Background: an optimization exercise with open tools, aiming at small area, a short achievable clock period and few clock cycles per item. Do not read the settings as production practice. The RTL was checked by simulation tests, not by an equivalence proof against the original design. No activity file was given, so power comes from the tool's default toggle rates.

== run 1 ==
## ccp_link
module ccp_link (
    input  wire        clk,
    input  wire        rst,         
    input  wire        op_valid,
    output wire        op_ready,
    input  wire [7:0]  op_sel,
    input  wire [7:0]  op_a,
    input  wire [7:0]  op_b,
    input  wire [63:0] op_d,
    input  wire [3:0]  op_len,
    input  wire        op_ext,
    output reg         rsp_valid,
    output reg  [2:0]  rsp_err,
    output reg  [63:0] rsp_data,
    output reg         rsp_reply,
    output reg         rsp_known,
    output reg  [3:0]  rsp_member
);
Settings: LEC_CHECK=0, CAP_MARGIN=20, CORE_MARGIN=2, CORE_UTILIZATION=40, SETUP_SLACK_MARGIN=2.3, SLEW_MARGIN=20, TNS_END_PERCENT=0; clock period 4.0 ns.
standard.sh (not shown) runs the stock make flow with config.mk's settings and CLKGATE_MAP_FILE= SYNTH_SCRIPT=/design/flow/synth_recipe.tcl, a recipe that flattens the netlist after the stock synthesis.
==> flow/flow/run.sh <==
#!/bin/bash
# The standard layout (the standard.sh, the same ORFS make call) with two changes:
#  - the port buffers are the smallest plain buffer, sky130_fd_sc_hd__buf_1,
#    instead of the one buffer_ports picks itself;
#  - the slow 4-high stacks (or4/nor4 and their b/bb forms, a2111/o2111) and the
#    3-input xor cells are kept out of synthesis and repair (DONT_USE_CELLS is
#    extended, the platform's own list is still appended by the platform config).
# Each ORFS step writes its own log under orfs/logs/; make's output goes to standard.log.
set -e
slow=""
for c in or4 or4b or4bb nor4 nor4b nor4bb xor3 xnor3 a2111o a2111oi o2111a o2111ai; do
  for s in 0 1 2 4; do slow="$slow sky130_fd_sc_hd__${c}_$s"; done
done
cp config.mk flow_config.mk
echo "export DONT_USE_CELLS = $slow" >> flow_config.mk
sed "s#DESIGN_CONFIG=[^ ]*#DESIGN_CONFIG=$PWD/flow_config.mk#" standard.sh > flow_standard.sh
export BUFFER_PORTS_ARGS="-buffer_cell sky130_fd_sc_hd__buf_1"
bash flow_standard.sh > standard.log 2>&1
Run 1 reached the end of the flow, and the finished layout is clean on the timing, DRC and antenna checks.
Testbench counts of run 1, summed over its fixed seeds: cycles 4,248, items 4,232.
Setup changes, run 1 to run 2
# run 1
export LEC_CHECK = 0
export CAP_MARGIN = 20
export CORE_MARGIN = 2
export CORE_UTILIZATION = 40
export SETUP_SLACK_MARGIN = 2.3
export SLEW_MARGIN = 20
export TNS_END_PERCENT = 0
create_clock -name core_clock -period 4.0 [get_ports {clk}]
# run 2
export LEC_CHECK = 0
export CAP_MARGIN = 20
export CORE_MARGIN = 2
export CORE_UTILIZATION = 65
export SETUP_SLACK_MARGIN = 2.3
export SLEW_MARGIN = 20
export TNS_END_PERCENT = 0
create_clock -name core_clock -period 4.0 [get_ports {clk}]
## What came out
Compared with run 1, run 2 shows a lower slack of the critical path.
The layout overhead on the synthesized area of run 2 falls short of that of run 1 by 4.7 points.
Run 2 against run 1: non-clock buffer count climbed 1; die area decreased about 37%; total non-filler cell area in the finished layout decreased 250 µm².
Run 2 vs run 1 — ratio of total power to cell area dropped by a little under 10%
On sequential share of layout area: run 2 sits above run 1.
According to the power report, total power for run 2 is lower than for run 1.
Global-route usage: run 1 and run 2 compared, lower one is run 1
[inputs] run 3 vs run 2
# run 2
export LEC_CHECK = 0
export CAP_MARGIN = 20
export CORE_MARGIN = 2
export CORE_UTILIZATION = 65
export SETUP_SLACK_MARGIN = 2.3
export SLEW_MARGIN = 20
export TNS_END_PERCENT = 0
create_clock -name core_clock -period 4.0 [get_ports {clk}]
# run 3
export LEC_CHECK = 0
export CAP_MARGIN = 20
export CORE_MARGIN = 2
export CORE_UTILIZATION = 70
export GPL_TIMING_DRIVEN = 1
export SETUP_SLACK_MARGIN = 2.3
export SLEW_MARGIN = 20
export TNS_END_PERCENT = 0
create_clock -name core_clock -period 4.0 [get_ports {clk}]
### Flow results
Between run 2 and run 3, combinational power share increased. Last element of the critical path = crc0[8]: run 2; last element of the critical path = rsp_data[40]: run 3. Number of non-filler instances in the completed layout across run 2 and run 3: no real change. Run 3 | status: complete | timing, DRC, antenna: pass. Every stage of the flow completed for run 2, and the final layout passed the timing, DRC and antenna checks. From run 2 to run 3 the numbers moved as follows: net total in the final layout has remained practically unchanged; post-synthesis to final-layout area growth has increased. In terms of maximum frequency, run 3 and run 2 differ only marginally. On leakage power: between run 2 and run 3, it ends up lower for run 2.
The following lists how run 4 was set up differently from run 3:
# run 3
export LEC_CHECK = 0
export CAP_MARGIN = 20
export CORE_MARGIN = 2
export CORE_UTILIZATION = 70
export GPL_TIMING_DRIVEN = 1
export SETUP_SLACK_MARGIN = 2.3
export SLEW_MARGIN = 20
export TNS_END_PERCENT = 0
create_clock -name core_clock -period 4.0 [get_ports {clk}]
# run 4
export LEC_CHECK = 0
export CAP_MARGIN = 20
export CORE_MARGIN = 2
export CORE_UTILIZATION = 80
export SETUP_SLACK_MARGIN = 2.3
export SLEW_MARGIN = 20
export TNS_END_PERCENT = 0
create_clock -name core_clock -period 4.0 [get_ports {clk}]
Findings:
- In the summary table, run 4 is marked failed, with error GPL-0301 raised in 3_3_place_gp.
- Comparing run 4 against run 3, there is no change at all in I/O pin total.
- From run 4 to run 3, register area share after synthesis did not move at all.
- Diff run 3..run 4 | post-synthesis net count | unchanged
- On effective utilization at floorplan, the lower figure sits with run 3, not run 4.

[port drivers added, routing unchanged]
Ports are ideal in the flow. The routed layouts listed here were re-timed in OpenROAD. Step 1 (the two cells are an assumption about what drives the block):
set clk [get_ports {clk}]
set_driving_cell -lib_cell sky130_fd_sc_hd__clkbuf_16 $clk
set_driving_cell -lib_cell sky130_fd_sc_hd__buf_2 [delete_from_list [all_inputs] $clk]
Step 2 also shifts input and output timing later by t, the mid clock arrival at the registers, as if the neighbouring blocks saw the same clock. Slacks: no drivers / after step 1 / after step 2; pairs: no drivers / after step 1.
run | t, ns | slack for setup (ns) | pins driven straight from the clock port
run 1 | 0.397 | 1.867 / 1.888 / 1.491 | 1
run 2 | 0.412 | 1.845 / 1.845 / 1.433 | 1
run 3 | 0.405 | 1.839 / 1.847 / 1.442 | 1
After both steps every run listed still meets setup and hold. The setup slack of run 2, which loses most, moves by 0.000 ns with the drivers and by -0.412 ns with both steps.
